Background: an optimization exercise with open tools, aiming at small area, a short achievable clock period and few clock cycles per item. Do not read the settings as production practice. At most, simulation tests tie the RTL to the original design; equivalence was not proved. Function not checked in run 4: the RTL went through the layout flow alone. Power and IR drop assume default switching activity.

**design.v**
```verilog
module civ_dabble_step #(
    parameter BPC = 4
) (
    input  wire [31:0]    bcd_in,
    input  wire [BPC-1:0] bits,
    output reg  [31:0]    bcd_out
);
    integer i, d;
    reg [3:0] t;
    reg c, co;
    always @(*) begin
        bcd_out = bcd_in;
        for (i = BPC - 1; i >= 0; i = i - 1) begin
            c = bits[i];
            for (d = 0; d < 8; d = d + 1) begin
                t = bcd_out[4*d +: 4];
                co = t[3] | (t[2] & (t[1] | t[0]));
                bcd_out[4*d +: 4] = {(t[2] & ~t[1] & ~t[0]) | (t[3] & t[0]),
                                     co ? ((t[1] & t[0]) | (t[3] & ~t[0])) : t[1],
                                     t[0] ^ co, c};
                c = co;
            end
        end
    end
endmodule
module civ_smeter_enc (
    input  wire [3:0] level,     
    output reg  [7:0] m0,        
    output reg  [7:0] m1         
);
    always @(*) begin
        m0 = 8'h00;
        case (level)
            4'd0:  m1 = 8'h00;
            4'd1:  m1 = 8'h13;
            4'd2:  m1 = 8'h27;
            4'd3:  m1 = 8'h40;
            4'd4:  m1 = 8'h53;
            4'd5:  m1 = 8'h67;
            4'd6:  m1 = 8'h80;
            4'd7:  m1 = 8'h93;
            4'd8:  begin m0 = 8'h01; m1 = 8'h07; end
            4'd9:  begin m0 = 8'h01; m1 = 8'h20; end
            4'd10: begin m0 = 8'h01; m1 = 8'h40; end
            4'd11: begin m0 = 8'h01; m1 = 8'h60; end
            4'd12: begin m0 = 8'h01; m1 = 8'h80; end
            4'd13: begin m0 = 8'h02; m1 = 8'h00; end
            4'd14: begin m0 = 8'h02; m1 = 8'h20; end
            default: begin m0 = 8'h02; m1 = 8'h41; end
        endcase
    end
endmodule
module civ_engine (
    input  wire        clk,
    input  wire        rst,          
    input  wire        en,           
    input  wire [10:0] bound,        
    input  wire        rx_valid,
    input  wire [7:0]  rx_data,
    output wire        rx_ready,
    output wire        tx_valid,
    output reg  [7:0]  tx_data,
    input  wire        tx_ready,
    output wire        cb_req,
    output wire [3:0]  cb_slot,
    output wire [31:0] cb_arg,
    input  wire        cb_ack,
    input  wire [31:0] cb_rdata
);
    localparam [7:0] PREAMBLE   = 8'hFE;
    localparam [7:0] TERMINATOR = 8'hFD;
    localparam [7:0] ACK        = 8'hFB;
    localparam [7:0] NAK        = 8'hFA;
    localparam [7:0] RIG_ADDR   = 8'h56;
    localparam [7:0] CTRL_ADDR  = 8'hE0;
    localparam [7:0] RIG_ID     = 8'h56;
    localparam BPC = 4;
    localparam NST = (32 + BPC - 1) / BPC;
    localparam W   = BPC * NST;
    localparam [1:0] RS_IDLE = 2'd0;
    localparam [1:0] RS_SAW  = 2'd1;
    localparam [1:0] RS_ACC  = 2'd2;
    localparam [1:0] P_IDLE  = 2'd0;
    localparam [1:0] P_ECHO  = 2'd1;
    localparam [1:0] P_CALL  = 2'd2;
    localparam [1:0] P_REPLY = 2'd3;
    localparam [3:0] T_NAK  = 4'd0;
    localparam [3:0] T_ACK  = 4'd1;
    localparam [3:0] T_FREQ = 4'd2;
    localparam [3:0] T_MODE = 4'd3;
    localparam [3:0] T_SM   = 4'd4;
    localparam [3:0] T_PTT  = 4'd5;
    localparam [3:0] T_ID   = 4'd6;
    localparam [3:0] T_0C   = 4'd7;
    localparam [3:0] T_10   = 4'd8;
    localparam [3:0] T_11   = 4'd9;
    localparam [3:0] T_12   = 4'd10;
    localparam [3:0] T_14   = 4'd11;
    localparam [3:0] T_16   = 4'd12;
    localparam [3:0] T_1A   = 4'd13;
    reg [1:0]  rs;
    reg [4:0]  n;
    reg [7:0]  buf_q [0:15];
    reg        pend;                     
    reg        pend_frm;                 
    reg [1:0]  ph;
    reg [4:0]  tc;                       
    reg [4:0]  elast;                    
    reg [7:0]  dst, src, sub0;
    reg [3:0]  rtype;
    reg        need_call;
    reg [3:0]  slot;
    reg        dec;                      
    reg [31:0] res;                      
    reg [31:0] bcd;
    reg [2:0]  cv;                       
    wire wr_ok = (ph != P_ECHO) || ((tc > n + 5'd2) && (!dec || tc[4:3] != 2'b00));
    assign rx_ready = en && !pend && (rs != RS_ACC || wr_ok);
    wire rx_fire = rx_valid && rx_ready;
    wire rx_fe = (rx_data == PREAMBLE);
    wire rx_fd = (rx_data == TERMINATOR);
    wire item_frm = rx_fire && (rs == RS_ACC) && rx_fd;
    wire item_rej = rx_fire && (((rs == RS_SAW) && !rx_fe) ||
                                ((rs == RS_ACC) && !rx_fd && n[4]));
    always @(posedge clk) begin
        if (rst) begin
            rs <= RS_IDLE;
            n  <= 5'd0;
        end else if (rx_fire) begin
            case (rs)
                RS_IDLE: if (rx_fe) rs <= RS_SAW;
                RS_SAW: begin
                    if (rx_fe) begin
                        rs <= RS_ACC;
                        n  <= 5'd0;
                    end else
                        rs <= RS_IDLE;
                end
                default: begin
                    if (rx_fd || n[4])
                        rs <= RS_IDLE;
                    else
                        n <= n + 5'd1;
                end
            endcase
        end
    end
    always @(posedge clk)
        if (rx_fire && rs == RS_ACC && !rx_fd && !n[4])
            buf_q[n[3:0]] <= rx_data;
    wire [7:0] op = buf_q[2];
    wire [7:0] f3 = buf_q[3];
    wire [7:0] f4 = buf_q[4];
    wire L3  = (n >= 5'd3);
    wire L4  = (n >= 5'd4);
    wire L5  = (n >= 5'd5);
    wire L7  = (n >= 5'd7);
    wire f3_01 = (f3[7:1] == 7'd0);
    reg        d_call;
    reg [3:0]  d_slot;
    reg        d_arg;
    reg [3:0]  d_type;
    always @(*) begin
        d_call = 1'b0;
        d_slot = 4'd0;
        d_arg  = 1'b0;
        d_type = T_NAK;
        if (L3) begin
            case (op)
                8'h03: begin d_call = bound[0]; d_slot = 4'd0; d_type = T_FREQ; end
                8'h04: begin d_call = bound[2]; d_slot = 4'd2; d_type = T_MODE; end
                8'h05: begin d_call = L7 && bound[1]; d_slot = 4'd1; d_type = T_ACK; end
                8'h06: begin
                    d_call = L4 && f3_01 && bound[3]; d_slot = 4'd3;
                    d_arg = f3[0]; d_type = T_ACK;
                end
                8'h07: begin
                    d_type = T_ACK;
                    if (L4) begin
                        if (f3_01) begin
                            d_call = bound[7]; d_slot = 4'd7; d_arg = f3[0];
                        end else if (f3 == 8'hA0) begin
                            d_call = bound[8]; d_slot = 4'd8;
                        end else if (f3 == 8'hB0) begin
                            d_call = bound[9]; d_slot = 4'd9;
                        end
                    end
                end
                8'h0F: begin
                    d_call = L4 && f3_01 && bound[6]; d_slot = 4'd6;
                    d_arg = f3[0]; d_type = T_ACK;
                end
                8'h15: begin
                    if (L4 && f3 == 8'h02) begin
                        d_call = bound[10]; d_slot = 4'd10; d_type = T_SM;
                    end
                end
                8'h1C: begin
                    if (!L5) begin
                        d_call = bound[4]; d_slot = 4'd4; d_type = T_PTT;
                    end else begin
                        d_call = bound[5]; d_slot = 4'd5;
                        d_arg = (f4 == 8'h01); d_type = T_ACK;
                    end
                end
                8'h19: d_type = T_ID;
                8'h0C: d_type = L4 ? T_ACK : T_0C;
                8'h10: d_type = L4 ? T_ACK : T_10;
                8'h11: d_type = L4 ? T_ACK : T_11;
                8'h12: d_type = L4 ? T_ACK : T_12;
                8'h14: d_type = L5 ? T_ACK : T_14;
                8'h16: d_type = L5 ? T_ACK : T_16;
                8'h1A: d_type = L5 ? T_ACK : T_1A;
                default: ;
            endcase
        end
    end
    wire d_dec = L7 && (op == 8'h05);
    reg [4:0] rlen;                      
    reg [7:0] code;
    always @(*) begin
        case (rtype)
            T_FREQ:             rlen = 5'd10;
            T_SM, T_0C, T_14:   rlen = 5'd8;
            T_MODE, T_PTT, T_ID, T_16, T_1A: rlen = 5'd7;
            T_10, T_11, T_12:   rlen = 5'd6;
            default:            rlen = 5'd5;
        endcase
        case (rtype)
            T_NAK:  code = NAK;
            T_ACK:  code = ACK;
            T_FREQ: code = 8'h03;
            T_MODE: code = 8'h04;
            T_SM:   code = 8'h15;
            T_PTT:  code = 8'h1C;
            T_ID:   code = 8'h19;
            T_0C:   code = 8'h0C;
            T_10:   code = 8'h10;
            T_11:   code = 8'h11;
            T_12:   code = 8'h12;
            T_14:   code = 8'h14;
            T_16:   code = 8'h16;
            default: code = 8'h1A;
        endcase
    end
    wire [7:0] sm0, sm1;
    civ_smeter_enc u_sm (.level(res[3:0]), .m0(sm0), .m1(sm1));
    reg [7:0] rdata;                     
    always @(*) begin
        rdata = 8'h00;
        case (rtype)
            T_FREQ: case (tc[2:0])
                3'd5: rdata = bcd[7:0];
                3'd6: rdata = bcd[15:8];
                3'd7: rdata = bcd[23:16];
                3'd0: rdata = bcd[31:24];
                default: ;
            endcase
            T_MODE: rdata = (tc[0]) ? {7'd0, res[0]} : 8'h01;
            T_SM: case (tc[1:0])
                2'd1: rdata = 8'h02;
                2'd2: rdata = sm0;
                default: rdata = sm1;
            endcase
            T_PTT: rdata = (tc[0]) ? sub0 : {7'd0, res[0]};
            T_ID:  rdata = (tc[0]) ? sub0 : RIG_ID;
            T_14, T_16, T_1A: rdata = (tc == 5'd5) ? sub0 : 8'h00;
            default: ;
        endcase
    end
    wire echo  = (ph == P_ECHO);
    wire reply = (ph == P_REPLY);
    wire tx_last = echo ? (tc == elast) : (tc == rlen);
    wire cv_wait = (cv != 3'd0) && (tc == 5'd5);
    assign tx_valid = echo || (reply && !cv_wait);
    wire tx_fire = tx_valid && tx_ready;
    wire [3:0] eidx = tc[3:0] - 4'd2;
    always @(*) begin
        if (tc < 5'd2)
            tx_data = PREAMBLE;
        else if (tx_last)
            tx_data = TERMINATOR;
        else if (echo)
            tx_data = buf_q[eidx];
        else case (tc)
            5'd2:    tx_data = dst;
            5'd3:    tx_data = src;
            5'd4:    tx_data = code;
            default: tx_data = rdata;
        endcase
    end
    assign cb_req  = (ph == P_CALL);
    assign cb_slot = slot;
    assign cb_arg  = res;
    wire [7:0] dbyte = buf_q[3'd6 - {1'b0, tc[2:1]}];
    wire [3:0] digit = tc[0] ? dbyte[3:0] : dbyte[7:4];
    reg [27:0] hx;
    reg [31:0] horner;
    reg        hc;
    integer hi;
    always @(*) begin
        hc = 1'b0;
        for (hi = 0; hi < 28; hi = hi + 1) begin
            hx[hi] = res[hi] ^ (hi >= 2 ? res[hi-2] : 1'b0) ^ hc;
            hc = (res[hi] & (hi >= 2 ? res[hi-2] : 1'b0)) |
                 (hc & (res[hi] ^ (hi >= 2 ? res[hi-2] : 1'b0)));
        end
        horner[0] = digit[0];
        hc = 1'b0;
        for (hi = 1; hi < 29; hi = hi + 1) begin
            horner[hi] = hx[hi-1] ^ (hi < 4 ? digit[hi] : 1'b0) ^ hc;
            hc = (hx[hi-1] & (hi < 4 ? digit[hi] : 1'b0)) |
                 (hc & (hx[hi-1] ^ (hi < 4 ? digit[hi] : 1'b0)));
        end
        horner[31:29] = 3'b000;
    end
    wire [W-1:0] ext = cb_rdata;
    wire ack_freq = (ph == P_CALL) && (rtype == T_FREQ);
    wire [31:0] dab_in = ack_freq ? 32'd0 : bcd;
    wire [BPC-1:0] dab_bits = ack_freq ? ext[W-1 -: BPC] : res[31 -: BPC];
    wire [31:0] dab_out;
    civ_dabble_step #(.BPC(BPC)) u_dab (.bcd_in(dab_in), .bits(dab_bits), .bcd_out(dab_out));
    wire [31:0] rest_al = {ext[W-BPC-1:0], {(32-(W-BPC)){1'b0}}};
    wire fin = (ph == P_IDLE) || (reply && tx_fire && tx_last);
    wire have_item = pend || item_frm || item_rej;
    wire go_frm = pend ? pend_frm : item_frm;
    always @(posedge clk) begin
        if (rst) begin
            ph   <= P_IDLE;
            pend <= 1'b0;
            tc   <= 5'd0;
            cv   <= 3'd0;
            dec  <= 1'b0;
        end else begin
            if (fin) begin
                if (have_item) begin
                    pend <= 1'b0;
                    tc   <= 5'd0;
                    cv   <= 3'd0;
                    bcd  <= 32'd0;
                    if (go_frm) begin
                        ph        <= P_ECHO;
                        elast     <= n + 5'd2;
                        dst       <= (n >= 5'd2) ? buf_q[1] : CTRL_ADDR;
                        src       <= (n >= 5'd2) ? buf_q[0] : RIG_ADDR;
                        sub0      <= L4 ? f3 : 8'h00;
                        rtype     <= d_type;
                        need_call <= d_call;
                        slot      <= d_slot;
                        dec       <= d_dec;
                        res       <= {31'd0, d_arg};
                    end else begin
                        ph        <= P_REPLY;
                        dst       <= CTRL_ADDR;
                        src       <= RIG_ADDR;
                        rtype     <= T_NAK;
                        need_call <= 1'b0;
                        dec       <= 1'b0;
                    end
                end else
                    ph <= P_IDLE;
            end else begin
                if (item_frm || item_rej) begin
                    pend     <= 1'b1;
                    pend_frm <= item_frm;
                end
                case (ph)
                    P_ECHO: begin
                        if (tx_fire) begin
                            if (dec && tc[4:3] == 2'b00)
                                res <= horner;
                            if (tx_last) begin
                                tc <= 5'd0;
                                dec <= 1'b0;
                                ph <= need_call ? P_CALL : P_REPLY;
                            end else
                                tc <= tc + 5'd1;
                        end
                    end
                    P_CALL: begin
                        if (cb_ack) begin
                            ph <= P_REPLY;
                            if (rtype == T_FREQ) begin
                                res <= rest_al;
                                bcd <= dab_out;
                                cv  <= NST - 1;
                            end else
                                res <= cb_rdata;
                        end
                    end
                    default: begin   
                        if (cv != 3'd0) begin
                            bcd <= dab_out;
                            res <= {res[31-BPC:0], {BPC{1'b0}}};
                            cv  <= cv - 3'd1;
                        end
                        if (tx_fire)
                            tc <= tc + 5'd1;
                    end
                endcase
            end
        end
    end
endmodule
```
**run.sh**
```bash
#!/bin/bash
# synth_recipe.tcl (not shown) runs the flow's synth.tcl, then flattens the netlist and writes it again
# the make line also repeats each setting of config.mk as NAME=value (left out here)
make -C /OpenROAD-flow-scripts/flow DESIGN_CONFIG=/design/flow/config.mk WORK_HOME=/design/flow/orfs CLKGATE_MAP_FILE= SYNTH_SCRIPT=/design/flow/synth_recipe.tcl finish
```
**config.mk**
```make
export PLATFORM = sky130hd
export DESIGN_NAME = civ_engine
export DESIGN_NICKNAME = civ_engine
export VERILOG_FILES = /design/flow/design.v
export SDC_FILE = /design/flow/constraint.sdc
export NUM_CORES = 4
export LEC_CHECK = 0
export ABC_AREA = 1
export CAP_MARGIN = 20
export CORE_MARGIN = 2
export CORE_UTILIZATION = 40
export CTS_BUF_LIST = sky130_fd_sc_hd__clkbuf_4
export SLEW_MARGIN = 20
```
**constraint.sdc**
```tcl
create_clock -name core_clock -period 40.0 [get_ports {clk}]
set_input_delay 8.0000 -clock core_clock [delete_from_list [all_inputs] [get_ports {clk}]]
set_output_delay 8.0000 -clock core_clock [all_outputs]
set_load 0.01 [all_outputs]
```
==> results of run 1 <==
[metal layers]
metal | vias to the layer above | wire (um) | part of all wire, % | track usage (%)
met4 | 0 | 1848 | 3.7 | 10.88
met2 | 561 | 23390 | 46 | 35.53
li1 | 7619 | - | - | -
met5 | - | 0 | 0 | 0
met1 | 7260 | 21920 | 43 | 29.37
met3 | 104 | 3386 | 6.7 | 4.530
[critical path, stage by stage]
cell and delay, ps:
clkdlybuf4s50_1 460, nand2_1 70, a21oi_2 210, clkdlybuf4s50_1 580
[synth_stat cells (all sizes together) (7+ instances only)]
cell type	number	area share, %
a21oi	157	4.6
a221oi	10	0.50
a22oi	8	0.34
a31oi	28	1.0
buf	17	0.65
clkbuf	54	1.2
dfxtp	38	4.4
edfxtp	231	40
fa	26	3.0
ha	65	4.7
inv	294	6.3
nand2	525	12
nand3	145	4.3
nand4	33	1.3
nor2	159	3.5
nor3	18	0.55
o211ai	30	1.5
o21ai	199	5.9
o22ai	27	0.97
o31ai	8	0.34
or2	10	0.36
xor2	7	0.35
[placed cells by master (no fill, tap or decap), types with 26 or more instances in the layout]
master,instances
clkbuf_4,112
dfxtp_1,36
a21oi_1,154
nand2_2,37
a31oi_1,27
fa_1,26
nand2_1,478
inv_2,36
nor2_1,153
edfxtp_1,231
inv_1,261
nand4_1,31
o21ai_0,178
nand3_1,140
clkdlybuf4s50_1,103
o22ai_1,27
ha_1,64
[where the power goes]
group | total, mW | internal, mW | switching (mW)
Clock | 0.266 | 0.147 | 0.120
Combinational | 0.521 | 0.161 | 0.360
Sequential | 0.334 | 0.322 | 0.0115
Total | 1.12 | 0.630 | 0.491
[logic make-up (layout without fill, tap and decap cells)]
kind of cell	after synthesis	after routing	share of synthesized area [%]
other	0	1	0
adders and majority gates	91	91	7.648
muxes	1	1	0.05740
buffers and inverters	371	555	8.265
and+or+nand+nor	905	905	22.88
AOI/OAI and AO/OA	494	494	16.57
xor gates and xnor gates	9	9	0.4520
DFF	269	269	44.14
[worst min path at each step]
stage                             from                  to  slack, ps  depth (start not counted)
global route        cv[1]$_SDFFE_PP0P_  cv[1]$_SDFFE_PP0P_        480                          2
finish              cv[1]$_SDFFE_PP0P_  cv[1]$_SDFFE_PP0P_        470                          2
global placement    cv[1]$_SDFFE_PP0P_  cv[1]$_SDFFE_PP0P_        450                          2
detailed placement  cv[0]$_SDFFE_PP0P_  cv[0]$_SDFFE_PP0P_        460                          2
floorplan             dec$_SDFFE_PP0P_    dec$_SDFFE_PP0P_        440                          2
CTS                 cv[0]$_SDFFE_PP0P_  cv[0]$_SDFFE_PP0P_        470                          2
[sequential cells by signal, summed over array words and instances (netlist names), 6 cells and up]
register and flops:
bcd 32, buf_q 128, code 6, dst 8, res 32, sm1 7, src 8, sub0 8
[final cells by class]
class / count / share of cell area [%]
diodes: 1 / 0.01247
inverters: 300 / 5.613
multi-input cells: 1500 / 41.44
repair buffers: 124 / 5.962
clock buffers: 112 / 4.191
clock inverters: 19 / 0.7546
well taps: 585 / 3.648
flip-flops and latches: 269 / 38.38
[stage by stage]
stage	setup WS (ps)	total power, mW	instances	hold slack (ps)	cell area (um^2)
floorplan	23750	0.7047	2140	439.8	17440
CTS	22630	1.125	2908	468.3	20050
detailed placement	22630	0.8541	2777	458.5	19050
global route	22600	1.206	2910	483.6	20060
global placement	22650	0.8423	2777	451.4	19050
finish	22680	1.120	2910	468.8	20060
==> metrics.md, run 1 <==
| Metric | Value |
|---|---|
| Period minus WS final | `between 15000 and 20000 ps` |
| Final setup vio count | `0` |
| Number of setup buffers added after CTS | `0` |
| Endpoints failing hold | `0` |
| Hold_buf cts | `0` |
| Period utilization | `43.31%` |
| DIE AREA | `around 45000 um^2` |
| R2R Path End | `res[28]$_SDFFCE_PN0P_` |
| Post-synth EDFFs | `231` |
| Clock Skews | `around 76 ps` |
| Post-cts sizing count | `0` |
| Crit end category | `primary output` |
| Fillers | `between 4000 and 5000` |
| Max_slew headroom | `about two fifths` |
| Pin slew with the least headroom to its limit | `around 920 ps` |
| Pre-antenna DRT Iters | `5` |
| Post-DR wirelength/cell | `17.37 um` |
| Setup TNS | `0 ps` |
| Total number of vias | `15540` |
| Netlist cell types | `63` |
| Final core occ | `between 40 and 50%` |
| Area growth from synthesis to layout | `15.04%` |
| Initial antenna violation count | `1` |
| Die Span Y | `about 210 um` |
| Worst Hold Class | `flop to flop` |
| Clock Pin Slew Worst Setup and Hold Paths | `50 ps` |
| Lkg Pwr | `8.311 nW` |
| Synth warn | `3` |
| Boundary Pins | `approximately 100` |
| Register area | `7700 um^2` |
| Max Transition Viols Final | `0` |
| Synth Cell Area | `~17000 um^2` |
| CP max FO | `4` |
| Power per cell area | `55.85 nW/um^2` |
| Top_reg_cell synth | `edfxtp_1` |
| Share of layout cells above drive strength 1 | `roughly 11%` |
| Core area | `around 43000 um^2` |
| IO Port Bufs | `approximately 100` |
| Root Buffer | `clkbuf_4` |
| Cts bufs inserted | `76` |
| Avg Cell Area, Syn | `approximately 8 um^2` |
| GR Overflow Total | `0` |
| Post-DRT Antenna Nets | `0` |
| Async set or reset register ratio after synthesis | `0%` |
| Die X | `between 200 and 250 um` |
| Reg2reg setup slack | `approximately 30000 ps` |
| Sink Count | `between 200 and 300` |
| Wirelength, routed | `a little over 50 mm` |
| Outcome | `timing/DRC/antenna clean` |
| First-pass GRT wire length | `about 80 mm` |
| Clock buffer depth | `3` |
| Worst Setup EP | `rx_ready` |
| Area of the multi-input gates | `8314 um^2` |
| Initial core utilization | `40.49%` |
| Nets@finish | `2419` |
| #FFs+latches synth | `269` |
| Crit. Startpoint | `en` |
| DRC viols | `0` |
| Gpl congestion | `approximately 0.9` |
| Row count | `76` |
| Synth Net Count | `roughly 2300` |
| Seq/Total Area, Yosys | `between 40% and 50%` |
| Max IR drop VDD | `~0.035 mV` |
| H-Tree Depth | `3` |
| All-Layer GR Usage | `approximately 22%` |
| CTS tree | `yes` |
| RSZ-0062 raised after global routing | `no` |
| Reg2reg start | `res[2]$_DFFE_PP_` |
| MaxCap Viol Count | `0` |
| Mapped Cells | `about 2100` |
| Fmax | `about 58 MHz` |
| Vias per inst | `between 5 and 6` |
| Largest net degree at the start of global routing | `83` |
| Startpoint types | `input pin` |
| Crit path kind | `input pin to primary output` |
| Worst Path Required | `about 32000 ps` |
| HPWL after detailed placement | `35.99 mm` |
| Vias in the first global route | `roughly 15000` |
| DR iter-0 viols | `approximately 1200` |
| Reg2Reg Depth | `44` |
| Critical path arrival | `slightly above 9000 ps` |
| Worst skew pair latency | `780 ps` |
Testbench counts, summed over its fixed seeds: cycles 13,572, frames 768.
==> run 2, diff against run 1 <==
--- a/config.mk
+++ b/config.mk
@@ -9,5 +9,4 @@
 export CAP_MARGIN = 20
 export CORE_MARGIN = 2
 export CORE_UTILIZATION = 40
-export CTS_BUF_LIST = sky130_fd_sc_hd__clkbuf_4
 export SLEW_MARGIN = 20
==> run 2 against run 1 <==
  * Non-clock buffer count unchanged
  * Flip-flop and latch count stayed put
  * Area after synthesis is the same
  * Synthesized cell count did not move
  * Final cell count down 2.7%
  * Largest power group unchanged
  * Highest routed layer unchanged
==> metrics.md, run 2 <==
| Metric | Value |
|---|---|
| Number of setup buffers added after CTS | `0 (unchanged)` |
| Worst Path Required | `32000 ps (about the same)` |
| Avg Cell Area, Syn | `8.150 um^2 (unchanged)` |
| Synth Net Count | `2288 (unchanged)` |
| Post-DRT Antenna Nets | `0 (unchanged)` |
| Post-DR wirelength/cell | `17.66 um (+1.7%)` |
| Die X | `212.8 um (unchanged)` |
| Hold_ws | `468.6 ps (-0.2090 ps)` |
| Top cell type's share of synthesized area | `39.77% (unchanged)` |
| RSZ-0062 raised after global routing | `no` |
| Power per cell area | `56.40 nW/um^2 (+0.99%)` |
| Vias per inst | `5.372 (+0.56%)` |
| Gpl congestion | `0.9271 (unchanged)` |
| Clock Skews | `19.08 ps (-56.93 ps)` |
| Commonest cells after routing, fill and taps aside | `nand2_1 (478), inv_1 (261), edfxtp_1 (231)` |
| Critical path arrival | `9320 ps (about the same)` |
| Fmax | `57.73 MHz (about the same)` |
| Netlist cell types | `63 (unchanged)` |
| Pre-antenna DRT Iters | `7 (+2)` |
| Sink Count | `269 (unchanged)` |
| HPWL after detailed placement | `35.99 mm (unchanged)` |
| Finished Layout Cells | `2831 (-2.7%)` |
| Most common cell after layout, fill and taps aside | `nand2_1` |
| IO Port Bufs | `103 (unchanged)` |
| Count leader, synth | `nand2_1` |
| Period utilization | `43.30% (about the same)` |
| Cts bufs inserted | `30 (-61%)` |
| Max IR drop VDD | `0.03924 mV (+11%)` |
| Synth Cell Area | `17440 um^2 (unchanged)` |
| CP max FO | `4 (unchanged)` |
| Outcome | `timing/DRC/antenna clean` |
| Async set or reset register ratio after synthesis | `0% (unchanged)` |
| Post-place instance area | `19050 um^2 (unchanged)` |
| Mapped Cells | `2140 (unchanged)` |
| Largest net degree at the start of global routing | `83 (unchanged)` |
| Top_reg_cell synth | `edfxtp_1` |
| Synth area leaders | `edfxtp_1 (40%), nand2_1 (10%), inv_1 (5.6%)` |
| Crit end category | `primary output` |
| MaxCap Viol Count | `0 (unchanged)` |
| DRC viols | `0 (unchanged)` |
| First-pass GRT wire length | `77.33 mm (-1.5%)` |
| Post-synth EDFFs | `231 (unchanged)` |
| H-Tree Depth | `1 (-2)` |
| Boundary Pins | `104 (unchanged)` |
| Endpoints failing hold | `0 (unchanged)` |
| Share of layout cells above drive strength 1 | `8.237% (-2.9 points)` |
| Root Buffer | `clkbuf_16` |
| GR Overflow Total | `0 (unchanged)` |
| Vias in the first global route | `14180 (-3.1%)` |
| Worst Hold Class | `flop to flop` |
| Initial antenna violation count | `0 (-1)` |
| # diodes | `0 (-1)` |
| Wirelength, routed | `49.99 mm (-1.1%)` |
| Die Span Y | `212.8 um (unchanged)` |
| Post-Place Worst Slack | `22630 ps (unchanged)` |
| Row count | `76 (unchanged)` |
| #FFs+latches synth | `269 (unchanged)` |
| Total number of vias | `15210 (-2.2%)` |
| Post-cts sizing count | `0 (unchanged)` |
| Final Worst Setup Slack | `22680 ps (+2.300 ps)` |
| Area growth from synthesis to layout | `14.87%` |
| Lkg Pwr | `8.195 nW (-1.4%)` |
| Nets@finish | `2373 (-1.9%)` |
| DIE AREA | `45290 um^2 (unchanged)` |
| Setup TNS | `0 ps (unchanged)` |
| Core area | `43080 um^2 (unchanged)` |
| Inst Count DP | `2777 (unchanged)` |
| Initial core utilization | `40.49% (unchanged)` |
| Final setup vio count | `0 (unchanged)` |
| Pin slew with the least headroom to its limit | `949.2 ps (+32.49 ps)` |
| Post-synth top area cell | `edfxtp_1` |
| Max Transition Viols Final | `0 (unchanged)` |
| DR iter-0 viols | `1112 (-8.5%)` |
| Seq/Total Area, Yosys | `44.14% (unchanged)` |
| Max FFs per register | `128 (unchanged)` |
| All-Layer GR Usage | `21.89% (-0.54 points)` |
| Clock Pin Slew Worst Setup and Hold Paths | `60 ps (about the same)` |
| Max_slew headroom | `36.48% (-2.2 points)` |
| Top cells by count, synth | `nand2_1 (478), inv_1 (261), edfxtp_1 (231)` |
| Period minus WS final | `17320 ps (-2.300 ps)` |
| Worst skew pair latency | `580 ps (-200 ps)` |
| Crit path kind | `input pin to primary output` |
| Clock buffer depth | `3 (unchanged)` |
| CTS tree | `yes` |
| Synth warn | `3 (unchanged)` |
| Startpoint types | `input pin` |
| Hold_buf cts | `0 (unchanged)` |
| Post-route cell area | `20030 um^2 (-0.14%)` |
[run 2: cell types whose count changed in the layout (fill, tap and decap cells not counted), sizes merged]
cell | before | now
clkbuf | 112 | 40
clkinvlp | 0 | 1
clkinv | 19 | 14
bufinv | 3 | 2
diode | 1 | 0
inv | 297 | 296
[run 2: worst paths after layout]
path | start | endpoint | slack [ps] | depth (start not counted)
hold / removal | cv[0]$_SDFFE_PP0P_ | cv[0]$_SDFFE_PP0P_ | 470 | 2
setup / recovery | en | rx_ready | 22680 | 4
hold reg to reg | cv[0]$_SDFFE_PP0P_ | cv[0]$_SDFFE_PP0P_ | 470 | 2
setup reg to reg | res[2]$_DFFE_PP_ | res[28]$_SDFFCE_PN0P_ | 29690 | 44
[run 2: layout make-up]
class,count,area [um^2]
Multi-Input combinational cell,1500,8314
Fill cell,4181,23040
Clock buffer,40,839.6
Tap cell,585,732.0
Timing Repair Buffer,124,1196
Inverter,300,1126
Clock inverter,13,126.4
Sequential cell,269,7700
[run 2: kinds of logic (layout without fill, tap and decap cells)]
group | Yosys count | after routing | share of synthesized area (%)
and+or+nand+nor | 905 | 905 | 22.88
AOI/OAI and AO/OA | 494 | 494 | 16.57
buffers and inverters | 371 | 477 | 8.265
DFF | 269 | 269 | 44.14
adders and majority gates | 91 | 91 | 7.648
xor gates and xnor gates | 9 | 9 | 0.4520
muxes | 1 | 1 | 0.05740
[run 2: power breakdown]
part	total, mW	internal [mW]	switching [mW]
logic	0.521	0.161	0.360
registers	0.334	0.322	0.0113
clock network	0.276	0.159	0.116
total	1.13	0.642	0.488
[run 2: routing by layer]
layer	global-route usage (%)	wire length, um	part of all wire [%]	vias to the layer above
met2	35.47	22940	46	478
met5	0	0	0	-
met4	8.488	1875	3.8	0
met1	29.37	22100	44	7144
li1	-	-	-	7481
met3	3.603	3071	6.1	104
[run 2: metrics by stage]
stage               utilization (%)  power [mW]
detailed placement            44.23      0.8541
global placement              44.23      0.8423
finish                        46.51       1.130
floorplan                         -      0.7047
CTS                           46.47       1.130
global route                  46.51       1.207
[run 2: critical path: stages]
cell and delay [ps]:
clkdlybuf4s50_1 460, nand2_1 70, a21oi_2 210, clkdlybuf4s50_1 580
==> run 3, diff against run 2 <==
--- a/config.mk
+++ b/config.mk
@@ -8,5 +8,6 @@
 export ABC_AREA = 1
 export CAP_MARGIN = 20
 export CORE_MARGIN = 2
-export CORE_UTILIZATION = 40
+export CORE_UTILIZATION = 65
+export CTS_BUF_LIST = sky130_fd_sc_hd__clkbuf_2 sky130_fd_sc_hd__clkbuf_4
 export SLEW_MARGIN = 20
==> run 3 against run 2 <==
  * First-iteration DRC count increased by 62%
  * Critical path type unchanged
  * Still clean on timing, DRC and antenna
  * Largest power group unchanged
  * Die area shrank 38%
  * Highest routed layer unchanged
  * Global-route usage grew 12 points
  * Combinational power about the same
==> metrics.md, run 3 <==
| Metric | Value |
|---|---|
| Count leader, synth | `nand2_1` |
| Die X | `167.8 um (-21%)` |
| #FFs+latches synth | `269 (unchanged)` |
| CP Cell Sequence | `clkdlybuf4s50_1, nand2_1, a21oi_2, clkdlybuf4s50_1` |
| Pin slew with the least headroom to its limit | `1107 ps (+157.3 ps)` |
| Final core occ | `74.85% (+28 points)` |
| Top_reg_cell synth | `edfxtp_1` |
| Switching power | `0.4952 mW (+1.6%)` |
| Max Transition Viols Final | `0 (unchanged)` |
| Finished Layout Cells | `2649 (-6.4%)` |
| Startpoint types | `input pin` |
| Endpoints failing hold | `0 (unchanged)` |
| Die Span Y | `167.8 um (-21%)` |
| Avg Cell Area, Syn | `8.150 um^2 (unchanged)` |
| Worst Setup EP | `rx_ready` |
| Fmax | `57.76 MHz (about the same)` |
| RSZ-0062 raised after global routing | `no` |
| Largest net degree at the start of global routing | `82 (-1.2%)` |
| Post-synth EDFFs | `231 (unchanged)` |
| Post-cts sizing count | `0 (unchanged)` |
| Top cell type's share of synthesized area | `39.77% (unchanged)` |
| Post-DRT Antenna Nets | `0 (unchanged)` |
| Slowest cell on the critical path | `clkdlybuf4s50_1` |
| Period minus WS final | `17310 ps (-9.000 ps)` |
| Synth Cell Area | `17440 um^2 (unchanged)` |
| Outcome | `timing/DRC/antenna clean` |
| CTS tree | `yes` |
| Gr busiest metal | `met2` |
| Wirelength, routed | `47.88 mm (-4.2%)` |
| Reg power frac | `30.4% (+0.9 points)` |
| Synth Net Count | `2288 (unchanged)` |
| Setup TNS | `0 ps (unchanged)` |
| Nets@finish | `2407 (+1.4%)` |
| Post-place instance area | `18700 um^2 (-1.9%)` |
| Clock Pin Slew Worst Setup and Hold Paths | `70 ps (about the same)` |
| Post-route cell area | `19620 um^2 (-2.1%)` |
| Max incr delay on CP | `560 ps (-20 ps)` |
| DRC viols | `0 (unchanged)` |
| Vias per inst | `5.990 (+12%)` |
| Met1 Usage GRT | `43.07% (+14 points)` |
| Netlist cell types | `63 (unchanged)` |
| HPWL after detailed placement | `33.96 mm (-5.6%)` |
| Post-DR wirelength/cell | `18.07 um (+2.4%)` |
| Synth warn | `3 (unchanged)` |
| Cts bufs inserted | `71 (+140%)` |
| First-pass GRT wire length | `76.46 mm (-1.1%)` |
| Pint | `0.6081 mW (-5.3%)` |
| Max_slew headroom | `26.15% (-10 points)` |
| Number of setup buffers added after CTS | `0 (unchanged)` |
| Crit path kind | `input pin to primary output` |
| MaxCap Viol Count | `0 (unchanged)` |
| Async set or reset register ratio after synthesis | `0% (unchanged)` |
| Most common cell after layout, fill and taps aside | `nand2_1` |
| CP max FO | `4 (unchanged)` |
| Worst Path Required | `32000 ps (about the same)` |
| Root Buffer | `clkbuf_4` |
| Max FFs per register | `128 (unchanged)` |
| Row count | `59 (-22%)` |
| Total number of vias | `15870 (+4.3%)` |
| Power per cell area | `56.25 nW/um^2 (-0.27%)` |
| Worst Hold Class | `flop to flop` |
| Share of layout cells above drive strength 1 | `10.85% (+2.6 points)` |
| Clock buffer depth | `3 (unchanged)` |
| Synth area leaders | `edfxtp_1 (40%), nand2_1 (10%), inv_1 (5.6%)` |
| Gpl congestion | `0.9807 (+5.8%)` |
| H-Tree Depth | `3 (+2)` |
| Logic pwr share | `47.1% (+1.0 points)` |
| GR Overflow Total | `0 (unchanged)` |
| Sink Count | `269 (unchanged)` |
| Post-synth top area cell | `edfxtp_1` |
| Worst skew pair latency | `760 ps (+180 ps)` |
| Clock Skews | `79.04 ps (+59.96 ps)` |
| Boundary Pins | `104 (unchanged)` |
| Reg2reg start | `res[0]$_DFFE_PP_` |
| Sw Share | `44.88% (+1.7 points)` |
| Max IR drop VDD | `0.04350 mV (+11%)` |
| Seq/Total Area, Yosys | `44.14% (unchanged)` |
| Core area | `26210 um^2 (-39%)` |
| R2R Path End | `res[28]$_SDFFCE_PN0P_` |
| DIE AREA | `28160 um^2 (-38%)` |
| Inst Count DP | `2521 (-9.2%)` |
| Lkg Pwr | `8.233 nW (+0.46%)` |
| Top cells by count, synth | `nand2_1 (478), inv_1 (261), edfxtp_1 (231)` |
| Hold_buf cts | `0 (unchanged)` |
| GR Util met2 | `58.52% (+23 points)` |
| Area growth from synthesis to layout | `12.48%` |
| Crit end category | `primary output` |
| Clk network pwr share | `22.4% (-2.0 points)` |
| Reg2reg setup slack | `29640 ps (-50 ps)` |
| All-Layer GR Usage | `34.23% (+12 points)` |
| Critical path arrival | `9310 ps (about the same)` |
| DR iter-0 viols | `1796 (+62%)` |
| Final setup vio count | `0 (unchanged)` |
| Mapped Cells | `2140 (unchanged)` |
| Crit. Startpoint | `en` |
| Commonest cells after routing, fill and taps aside | `nand2_1 (478), inv_1 (261), edfxtp_1 (231)` |
| Initial core utilization | `66.55% (+26 points)` |
| Initial antenna violation count | `1 (+1)` |
| Most used cell, CP | `clkdlybuf4s50_1` |
| Reg2Reg Depth | `44 (unchanged)` |
| IO Port Bufs | `103 (unchanged)` |
| Met3 usage | `5.595% (+2.0 points)` |
| Pre-antenna DRT Iters | `6 (-1)` |
| Vias in the first global route | `15300 (+7.9%)` |
| Period utilization | `43.28% (about the same)` |
-- run 3: cell type report --
cell class	count	area [um^2]
clock inverters	20	115.1
multi-input cells	1500	8314
inverters	300	1126
fillers	1983	6590
clock buffers	107	803.3
diodes	1	2.502
repair buffers	117	1136
well taps	335	419.2
flip-flops and latches	269	7700
-- run 3: logic make-up (layout without fill, tap and decap cells) --
kind of cell | count (synthesis) | count (layout) | synth area share, %
other | 0 | 1 | 0
AOI/OAI and AO/OA | 494 | 494 | 16.57
DFF | 269 | 269 | 44.14
muxes | 1 | 1 | 0.05740
xor gates and xnor gates | 9 | 9 | 0.4520
and+or+nand+nor | 905 | 905 | 22.88
buffers and inverters | 371 | 544 | 8.265
adders and majority gates | 91 | 91 | 7.648
-- run 3: critical path, delay by kind of cell --
kind                   cells  cell delay, ps
buffers and inverters      2            1020
AO/OA/AOI/OAI              1             180
AND/OR/NAND/NOR            1             100
-- run 3: metrics by stage --
step / hold WS [ps] / setup WS, ps / power, mW
floorplan: 439.8 / 23750 / 0.7047
global placement: 451.5 / 22690 / 0.8320
detailed placement: 455.2 / 22700 / 0.8497
CTS: 465.5 / 22700 / 1.096
global route: 494.5 / 22660 / 1.176
finish: 461.3 / 22690 / 1.103
-- run 3: metal layers --
| metal | up-vias | part of all wire, % | routed length, um |
|---|---|---|---|
| met5 | - | 0 | 0 |
| met1 | 7342 | 39 | 18810 |
| met4 | 0 | 4.2 | 2020 |
| met2 | 755 | 48 | 23130 |
| met3 | 172 | 8.2 | 3915 |
| li1 | 7598 | - | - |
-- run 3: worst min-delay path by stage --
stage                     slack, ps                 end                from  depth (start not counted)
after floorplan                 440    dec$_SDFFE_PP0P_    dec$_SDFFE_PP0P_                          2
final                           460  cv[1]$_SDFFE_PP0P_  cv[1]$_SDFFE_PP0P_                          2
after CTS                       470  cv[1]$_SDFFE_PP0P_  cv[1]$_SDFFE_PP0P_                          2
after global placement          450  cv[1]$_SDFFE_PP0P_  cv[1]$_SDFFE_PP0P_                          2
after detailed placement        460  cv[1]$_SDFFE_PP0P_  cv[1]$_SDFFE_PP0P_                          2
after global routing            490  cv[0]$_SDFFE_PP0P_  cv[0]$_SDFFE_PP0P_                          2
-- run 3: power groups by stage --
stage,Sequential [mW],Combinational (mW),Clock [mW]
6_report,0.336,0.520,0.248
5_1_grt,0.337,0.577,0.263
4_1_cts,0.335,0.510,0.250
3_5_place_dp,0.341,0.508,0
3_3_place_gp,0.341,0.491,0
2_1_floorplan,0.336,0.368,0
==> run 4, diff against run 3 <==
--- a/design.v
+++ b/design.v
@@ -25,30 +25,20 @@
 endmodule
 module civ_smeter_enc (
     input  wire [3:0] level,     
-    output reg  [7:0] m0,        
-    output reg  [7:0] m1         
+    output wire [7:0] m0,        
+    output wire [7:0] m1         
 );
-    always @(*) begin
-        m0 = 8'h00;
-        case (level)
-            4'd0:  m1 = 8'h00;
-            4'd1:  m1 = 8'h13;
-            4'd2:  m1 = 8'h27;
-            4'd3:  m1 = 8'h40;
-            4'd4:  m1 = 8'h53;
-            4'd5:  m1 = 8'h67;
-            4'd6:  m1 = 8'h80;
-            4'd7:  m1 = 8'h93;
-            4'd8:  begin m0 = 8'h01; m1 = 8'h07; end
-            4'd9:  begin m0 = 8'h01; m1 = 8'h20; end
-            4'd10: begin m0 = 8'h01; m1 = 8'h40; end
-            4'd11: begin m0 = 8'h01; m1 = 8'h60; end
-            4'd12: begin m0 = 8'h01; m1 = 8'h80; end
-            4'd13: begin m0 = 8'h02; m1 = 8'h00; end
-            4'd14: begin m0 = 8'h02; m1 = 8'h20; end
-            default: begin m0 = 8'h02; m1 = 8'h41; end
-        endcase
-    end
+    assign m0 = {6'd0, level[3] & (level[2] & level[0] | level[2] & level[1]),
+                       level[3] & ~(level[2] & level[0] | level[2] & level[1])};
+    assign m1 =
+        (level == 4'd0)  ? 8'h00 : (level == 4'd1)  ? 8'h13 :
+        (level == 4'd2)  ? 8'h27 : (level == 4'd3)  ? 8'h40 :
+        (level == 4'd4)  ? 8'h53 : (level == 4'd5)  ? 8'h67 :
+        (level == 4'd6)  ? 8'h80 : (level == 4'd7)  ? 8'h93 :
+        (level == 4'd8)  ? 8'h07 : (level == 4'd9)  ? 8'h20 :
+        (level == 4'd10) ? 8'h40 : (level == 4'd11) ? 8'h60 :
+        (level == 4'd12) ? 8'h80 : (level == 4'd13) ? 8'h00 :
+        (level == 4'd14) ? 8'h20 : 8'h41;
 endmodule
 module civ_engine (
     input  wire        clk,
@@ -106,13 +96,13 @@
     reg [1:0]  ph;
     reg [4:0]  tc;                       
     reg [4:0]  elast;                    
-    reg [7:0]  dst, src, sub0;
+    reg [7:0]  dst, src;
     reg [3:0]  rtype;
     reg        need_call;
     reg [3:0]  slot;
     reg        dec;                      
     reg [31:0] res;                      
-    reg [31:0] bcd;
+    reg [7:0]  xb;                       
     reg [2:0]  cv;                       
     wire wr_ok = (ph != P_ECHO) || ((tc > n + 5'd2) && (!dec || tc[4:3] != 2'b00));
     assign rx_ready = en && !pend && (rs != RS_ACC || wr_ok);
@@ -216,33 +206,26 @@
         end
     end
     wire d_dec = L7 && (op == 8'h05);
-    reg [4:0] rlen;                      
-    reg [7:0] code;
-    always @(*) begin
-        case (rtype)
-            T_FREQ:             rlen = 5'd10;
-            T_SM, T_0C, T_14:   rlen = 5'd8;
-            T_MODE, T_PTT, T_ID, T_16, T_1A: rlen = 5'd7;
-            T_10, T_11, T_12:   rlen = 5'd6;
-            default:            rlen = 5'd5;
-        endcase
-        case (rtype)
-            T_NAK:  code = NAK;
-            T_ACK:  code = ACK;
-            T_FREQ: code = 8'h03;
-            T_MODE: code = 8'h04;
-            T_SM:   code = 8'h15;
-            T_PTT:  code = 8'h1C;
-            T_ID:   code = 8'h19;
-            T_0C:   code = 8'h0C;
-            T_10:   code = 8'h10;
-            T_11:   code = 8'h11;
-            T_12:   code = 8'h12;
-            T_14:   code = 8'h14;
-            T_16:   code = 8'h16;
-            default: code = 8'h1A;
-        endcase
-    end
+    wire [4:0] rlen =                    
+        (rtype == T_FREQ) ? 5'd10 :
+        (rtype == T_SM || rtype == T_0C || rtype == T_14) ? 5'd8 :
+        (rtype == T_MODE || rtype == T_PTT || rtype == T_ID ||
+         rtype == T_16 || rtype == T_1A) ? 5'd7 :
+        (rtype == T_10 || rtype == T_11 || rtype == T_12) ? 5'd6 : 5'd5;
+    wire [7:0] code =
+        (rtype == T_NAK)  ? NAK :
+        (rtype == T_ACK)  ? ACK :
+        (rtype == T_FREQ) ? 8'h03 :
+        (rtype == T_MODE) ? 8'h04 :
+        (rtype == T_SM)   ? 8'h15 :
+        (rtype == T_PTT)  ? 8'h1C :
+        (rtype == T_ID)   ? 8'h19 :
+        (rtype == T_0C)   ? 8'h0C :
+        (rtype == T_10)   ? 8'h10 :
+        (rtype == T_11)   ? 8'h11 :
+        (rtype == T_12)   ? 8'h12 :
+        (rtype == T_14)   ? 8'h14 :
+        (rtype == T_16)   ? 8'h16 : 8'h1A;
     wire [7:0] sm0, sm1;
     civ_smeter_enc u_sm (.level(res[3:0]), .m0(sm0), .m1(sm1));
     reg [7:0] rdata;                     
@@ -250,10 +233,10 @@
         rdata = 8'h00;
         case (rtype)
             T_FREQ: case (tc[2:0])
-                3'd5: rdata = bcd[7:0];
-                3'd6: rdata = bcd[15:8];
-                3'd7: rdata = bcd[23:16];
-                3'd0: rdata = bcd[31:24];
+                3'd5: rdata = xb;
+                3'd6: rdata = res[7:0];
+                3'd7: rdata = res[15:8];
+                3'd0: rdata = res[23:16];
                 default: ;
             endcase
             T_MODE: rdata = (tc[0]) ? {7'd0, res[0]} : 8'h01;
@@ -262,9 +245,9 @@
                 2'd2: rdata = sm0;
                 default: rdata = sm1;
             endcase
-            T_PTT: rdata = (tc[0]) ? sub0 : {7'd0, res[0]};
-            T_ID:  rdata = (tc[0]) ? sub0 : RIG_ID;
-            T_14, T_16, T_1A: rdata = (tc == 5'd5) ? sub0 : 8'h00;
+            T_PTT: rdata = (tc[0]) ? xb : {7'd0, res[0]};
+            T_ID:  rdata = (tc[0]) ? xb : RIG_ID;
+            T_14, T_16, T_1A: rdata = (tc == 5'd5) ? xb : 8'h00;
             default: ;
         endcase
     end
@@ -316,11 +299,28 @@
     end
     wire [W-1:0] ext = cb_rdata;
     wire ack_freq = (ph == P_CALL) && (rtype == T_FREQ);
-    wire [31:0] dab_in = ack_freq ? 32'd0 : bcd;
+    wire [5:0] nlive = {cv < 3'd3, cv < 3'd4, cv < 3'd5, cv < 3'd6, cv < 3'd7, 1'b1};
+    wire [5:0] nwrite = {cv <= 3'd3, cv <= 3'd4, cv <= 3'd5, cv <= 3'd6, 1'b1, 1'b1};
+    reg  [31:0] bcd_cur;
+    reg  [31:0] conv_res;
+    integer m;
+    always @(*) begin
+        bcd_cur[7:0] = xb;
+        for (m = 0; m < 6; m = m + 1)
+            bcd_cur[8+4*m +: 4] = res[4*m +: 4] & {4{nlive[m]}};
+    end
+    wire [31:0] dab_in = ack_freq ? 32'd0 : bcd_cur;
     wire [BPC-1:0] dab_bits = ack_freq ? ext[W-1 -: BPC] : res[31 -: BPC];
     wire [31:0] dab_out;
     civ_dabble_step #(.BPC(BPC)) u_dab (.bcd_in(dab_in), .bits(dab_bits), .bcd_out(dab_out));
     wire [31:0] rest_al = {ext[W-BPC-1:0], {(32-(W-BPC)){1'b0}}};
+    wire [31:0] res_sh = {res[31-BPC:0], {BPC{1'b0}}};
+    always @(*) begin
+        conv_res = res_sh;
+        for (m = 0; m < 6; m = m + 1)
+            if (nwrite[m])
+                conv_res[4*m +: 4] = dab_out[8+4*m +: 4];
+    end
     wire fin = (ph == P_IDLE) || (reply && tx_fire && tx_last);
     wire have_item = pend || item_frm || item_rej;
     wire go_frm = pend ? pend_frm : item_frm;
@@ -337,13 +337,12 @@
                     pend <= 1'b0;
                     tc   <= 5'd0;
                     cv   <= 3'd0;
-                    bcd  <= 32'd0;
                     if (go_frm) begin
                         ph        <= P_ECHO;
                         elast     <= n + 5'd2;
                         dst       <= (n >= 5'd2) ? buf_q[1] : CTRL_ADDR;
                         src       <= (n >= 5'd2) ? buf_q[0] : RIG_ADDR;
-                        sub0      <= L4 ? f3 : 8'h00;
+                        xb        <= (L4 && d_type != T_FREQ) ? f3 : 8'h00;
                         rtype     <= d_type;
                         need_call <= d_call;
                         slot      <= d_slot;
@@ -351,6 +350,7 @@
                         res       <= {31'd0, d_arg};
                     end else begin
                         ph        <= P_REPLY;
+                        xb        <= 8'h00;
                         dst       <= CTRL_ADDR;
                         src       <= RIG_ADDR;
                         rtype     <= T_NAK;
@@ -382,7 +382,7 @@
                             ph <= P_REPLY;
                             if (rtype == T_FREQ) begin
                                 res <= rest_al;
-                                bcd <= dab_out;
+                                xb  <= dab_out[7:0];
                                 cv  <= NST - 1;
                             end else
                                 res <= cb_rdata;
@@ -390,8 +390,8 @@
                     end
                     default: begin   
                         if (cv != 3'd0) begin
-                            bcd <= dab_out;
-                            res <= {res[31-BPC:0], {BPC{1'b0}}};
+                            xb  <= dab_out[7:0];
+                            res <= conv_res;
                             cv  <= cv - 3'd1;
                         end
                         if (tx_fire)
==> flow/run.sh (new file) <==
#!/bin/bash
# Standard layout, with the port buffers made of the smallest buffer cell.
set -euo pipefail
export BUFFER_PORTS_ARGS="-buffer_cell sky130_fd_sc_hd__buf_1"
bash standard.sh > standard_flow.log 2>&1
==> standard.sh (new file) <==
#!/bin/bash
# synth_recipe.tcl (not shown) runs the flow's synth.tcl, then flattens the netlist and writes it again
# the make line also repeats each setting of config.mk as NAME=value (left out here)
make -C /OpenROAD-flow-scripts/flow DESIGN_CONFIG=/design/flow/config.mk WORK_HOME=/design/flow/orfs CLKGATE_MAP_FILE= SYNTH_SCRIPT=/design/flow/synth_recipe.tcl "${@:-finish}"
--- a/config.mk
+++ b/config.mk
@@ -8,6 +8,5 @@
 export ABC_AREA = 1
 export CAP_MARGIN = 20
 export CORE_MARGIN = 2
-export CORE_UTILIZATION = 65
-export CTS_BUF_LIST = sky130_fd_sc_hd__clkbuf_2 sky130_fd_sc_hd__clkbuf_4
+export CORE_UTILIZATION = 40
 export SLEW_MARGIN = 20
removed: run.sh
==> run 4 against run 3 <==
  * Still clean on timing, DRC and antenna
  * Final area fell by 11%
  * Sequential share of layout area shrank 3.0 points
  * Critical path depth unchanged
  * First-iteration DRC count down 24%
  * Largest power group unchanged
==> metrics.md, run 4 <==
| Metric | Value |
|---|---|
| HPWL after detailed placement | `36.77 mm (+8.3%)` |
| MaxCap Viol Count | `0 (unchanged)` |
| Sw Share | `43.59% (-1.3 points)` |
| Nets@finish | `2232 (-7.3%)` |
| Gpl congestion | `0.9292 (-5.3%)` |
| IO Port Bufs | `103 (unchanged)` |
| Logic pwr share | `46.2% (-0.9 points)` |
| DIE AREA | `41670 um^2 (+48%)` |
| Post-place instance area | `16760 um^2 (-10%)` |
| Post-DRT Antenna Nets | `0 (unchanged)` |
| Seq/Total Area, Yosys | `39.68% (-4.5 points)` |
| Most used cell, CP | `buf_1` |
| Switching power | `0.4020 mW (-19%)` |
| Synth warn | `2 (-1)` |
| GR Overflow Total | `0 (unchanged)` |
| Number of setup buffers added after CTS | `0 (unchanged)` |
| Finished Layout Cells | `2634 (-0.57%)` |
| Gr busiest metal | `met2` |
| DRC viols | `0 (unchanged)` |
| CP Cell Sequence | `buf_1, nand2_1, a31oi_1, buf_1` |
| Startpoint types | `input pin` |
| Pre-antenna DRT Iters | `5 (-1)` |
| Die X | `204.1 um (+22%)` |
| Max FFs per register | `128 (unchanged)` |
| Worst Hold Class | `flop to flop` |
| Clk network pwr share | `24.0% (+1.6 points)` |
| Count leader, synth | `nand2_1` |
| All-Layer GR Usage | `23.58% (-11 points)` |
| Top cells by count, synth | `nand2_1 (403), inv_1 (260), edfxtp_1 (199)` |
| RSZ-0062 raised after global routing | `no` |
| Power per cell area | `52.60 nW/um^2 (-6.5%)` |
| Boundary Pins | `104 (unchanged)` |
| Slowest cell on the critical path | `a31oi_1` |
| Setup TNS | `0 ps (unchanged)` |
| Pin slew with the least headroom to its limit | `1075 ps (-31.78 ps)` |
| CTS tree | `yes` |
| Period utilization | `41.29% (-2.0 points)` |
| Post-synth top area cell | `edfxtp_1` |
| Top cell type's share of synthesized area | `37.30% (-2.5 points)` |
| Mapped Cells | `2032 (-5.0%)` |
| Max incr delay on CP | `210 ps (-350 ps)` |
| CP max FO | `2 (-2)` |
| Post-route cell area | `17540 um^2 (-11%)` |
| Met1 Usage GRT | `31.35% (-12 points)` |
| Core area | `39640 um^2 (+51%)` |
| Hold_buf cts | `0 (unchanged)` |
| Lkg Pwr | `7.163 nW (-13%)` |
| Commonest cells after routing, fill and taps aside | `nand2_1 (403), inv_1 (260), edfxtp_1 (199)` |
| Worst skew pair latency | `570 ps (-190 ps)` |
| Met3 usage | `2.758% (-2.8 points)` |
| Reg power frac | `29.8% (-0.6 points)` |
| Reg2reg setup slack | `28260 ps (-1380 ps)` |
| Worst Path Required | `32000 ps (about the same)` |
| Root Buffer | `clkbuf_16` |
| Endpoints failing hold | `0 (unchanged)` |
| Vias in the first global route | `13730 (-10%)` |
| Async set or reset register ratio after synthesis | `0% (unchanged)` |
| Max Transition Viols Final | `0 (unchanged)` |
| H-Tree Depth | `1 (-2)` |
| Cts bufs inserted | `25 (-65%)` |
| Outcome | `timing/DRC/antenna clean` |
| Hold_ws | `495.0 ps (+33.65 ps)` |
| Fmax | `60.55 MHz (+4.8%)` |
| Synth Net Count | `2171 (-5.1%)` |
| Top_reg_cell synth | `edfxtp_1` |
| Area growth from synthesis to layout | `9.458%` |
| Wirelength, routed | `49.69 mm (+3.8%)` |
| Inst Count DP | `2591 (+2.8%)` |
| Clock buffer depth | `3 (unchanged)` |
| GR Util met2 | `40.48% (-18 points)` |
| Crit path kind | `input pin to primary output` |
| Max_slew headroom | `28.35% (+2.2 points)` |
| Total number of vias | `14550 (-8.3%)` |
| Critical path arrival | `8520 ps (-790 ps)` |
| Netlist cell types | `69 (+9.5%)` |
| Row count | `73 (+24%)` |
| Synth area leaders | `edfxtp_1 (37%), nand2_1 (9.4%), inv_1 (6.1%)` |
| Synth Cell Area | `16020 um^2 (-8.1%)` |
| Largest net degree at the start of global routing | `76 (-7.3%)` |
| Clock Pin Slew Worst Setup and Hold Paths | `60 ps (about the same)` |
| Clock Skews | `19.90 ps (-59.14 ps)` |
| Initial core utilization | `40.41% (-26 points)` |
| Share of layout cells above drive strength 1 | `8.108% (-2.7 points)` |
| Crit end category | `primary output` |
| Avg Cell Area, Syn | `7.884 um^2 (-3.3%)` |
| Post-synth EDFFs | `199 (-14%)` |
| Post-DR wirelength/cell | `18.87 um (+4.4%)` |
| Die Span Y | `204.1 um (+22%)` |
| Most common cell after layout, fill and taps aside | `nand2_1` |
| Period minus WS final | `16520 ps (-796.8 ps)` |
| Post-cts sizing count | `0 (unchanged)` |
| #FFs+latches synth | `218 (-19%)` |
| Max IR drop VDD | `0.04395 mV (+1.0%)` |
| First-pass GRT wire length | `76.78 mm (+0.43%)` |
| Vias per inst | `5.523 (-7.8%)` |
| DR iter-0 viols | `1367 (-24%)` |
| Pint | `0.5203 mW (-14%)` |
| Final setup vio count | `0 (unchanged)` |
| # diodes | `0 (-1)` |
| Sink Count | `218 (-19%)` |
| Initial antenna violation count | `0 (-1)` |
-- run 4: cell count changes after synthesis, sizes merged, moves of 19 or more --
| cell | change |
|---|---|
| a21oi | -44 |
| dfxtp | -19 |
| edfxtp | -32 |
| nand2 | -64 |
| nor2 | +41 |
-- run 4: worst paths after layout --
kind | startpoint | to | depth (start not counted)
setup / recovery | en | rx_ready | 4
hold / removal | rs[0]$_SDFFE_PP0P_ | rs[0]$_SDFFE_PP0P_ | 2
setup reg to reg | res[3]$_SDFFCE_PN0P_ | res[28]$_SDFFCE_PN0P_ | 33
hold reg to reg | rs[0]$_SDFFE_PP0P_ | rs[0]$_SDFFE_PP0P_ | 2
-- run 4: cell type report --
class / count / area, um^2
timing repair buffer: 114 / 469.2
clock buffer: 33 / 685.7
multi-input combinational: 1449 / 8200
inverter: 285 / 1076
sequential: 218 / 6359
tap: 525 / 656.9
clock inverter: 10 / 88.84
fill: 4011 / 22110
-- run 4: power by group through the flow --
| stage | Clock, mW | Combinational (mW) | Sequential (mW) |
|---|---|---|---|
| 2_1_floorplan | 0 | 0.316 | 0.276 |
| 4_1_cts | 0.225 | 0.422 | 0.275 |
| 6_report | 0.222 | 0.426 | 0.275 |
| 3_5_place_dp | 0 | 0.419 | 0.280 |
| 3_3_place_gp | 0 | 0.411 | 0.279 |
| 5_1_grt | 0.234 | 0.479 | 0.276 |
-- run 4: metal layers --
layer | share of wire (%) | wire length [um]
met1 | 43 | 21470
met4 | 2.7 | 1323
met3 | 6.1 | 3021
met5 | 0 | 0
met2 | 48 | 23880
-- run 4: kinds of logic (layout without fill, tap and decap cells) --
family / count (synthesis) / after routing / share of synthesized area (%)
AND/OR/NAND/NOR: 866 / 866 / 24.52
AO/OA/AOI/OAI: 486 / 486 / 18.06
buffers and inverters: 365 / 442 / 9.247
flip-flops: 218 / 218 / 39.68
adder cells (fa/ha/maj): 82 / 82 / 7.623
XOR/XNOR: 13 / 13 / 0.7576
multiplexers: 2 / 2 / 0.1250
-- run 4: through the flow --
| stage | utilization [%] | setup slack (ps) | power (mW) |
|---|---|---|---|
| 2_1_floorplan | - | 23700 | 0.5913 |
| 3_3_place_gp | 42.28 | 23500 | 0.6905 |
| 3_5_place_dp | 42.28 | 23480 | 0.6990 |
| 4_1_cts | 44.24 | 23480 | 0.9219 |
| 5_1_grt | 44.24 | 23410 | 0.9898 |
| 6_report | 44.24 | 23480 | 0.9223 |
-- run 4: critical path, delay by kind of cell --
family                 cells  cell delay (ps)
buffers and inverters      2              260
AOI/OAI and AO/OA          1              210
and+or+nand+nor            1               50

-- what the ideal ports hide --
In the flow no input, the clock included, has a driving cell. The finished layouts below were timed again as built, in two steps. Step 1 (the two cells are an assumption about what drives the block):
set clk [get_ports {clk}]
set_driving_cell -lib_cell sky130_fd_sc_hd__clkbuf_16 $clk
set_driving_cell -lib_cell sky130_fd_sc_hd__buf_2 [delete_from_list [all_inputs] $clk]
Step 2 times the ports against the registers' clock, not the clock port: input delays grow and output delays shrink by t, the midpoint of the rising clock arrivals with the driver on. Slacks: ideal ports / drivers / drivers and shift; pairs: ideal ports / drivers.
| run | t (ns) | setup slack, ns | hold slack, ns | worst register clock-pin slew, ns | pins driven straight from the clock port |
|---|---|---|---|---|---|
| run 1 | 0.790 | 22.676 / 22.645 / 22.645 | 0.469 / 0.469 / 0.469 | 0.08 / 0.08 | 1 |
| run 2 | 0.623 | 22.678 / 22.647 / 22.647 | 0.469 / 0.469 / 0.469 | 0.07 / 0.07 | 1 |
| run 3 | 0.764 | 22.687 / 22.663 / 22.663 | 0.461 / 0.461 / 0.461 | 0.08 / 0.08 | 1 |
| run 4 | 0.611 | 23.484 / 23.457 / 23.457 | 0.495 / 0.495 / 0.495 | 0.06 / 0.06 | 1 |
After both steps setup and hold are still met in every run listed.
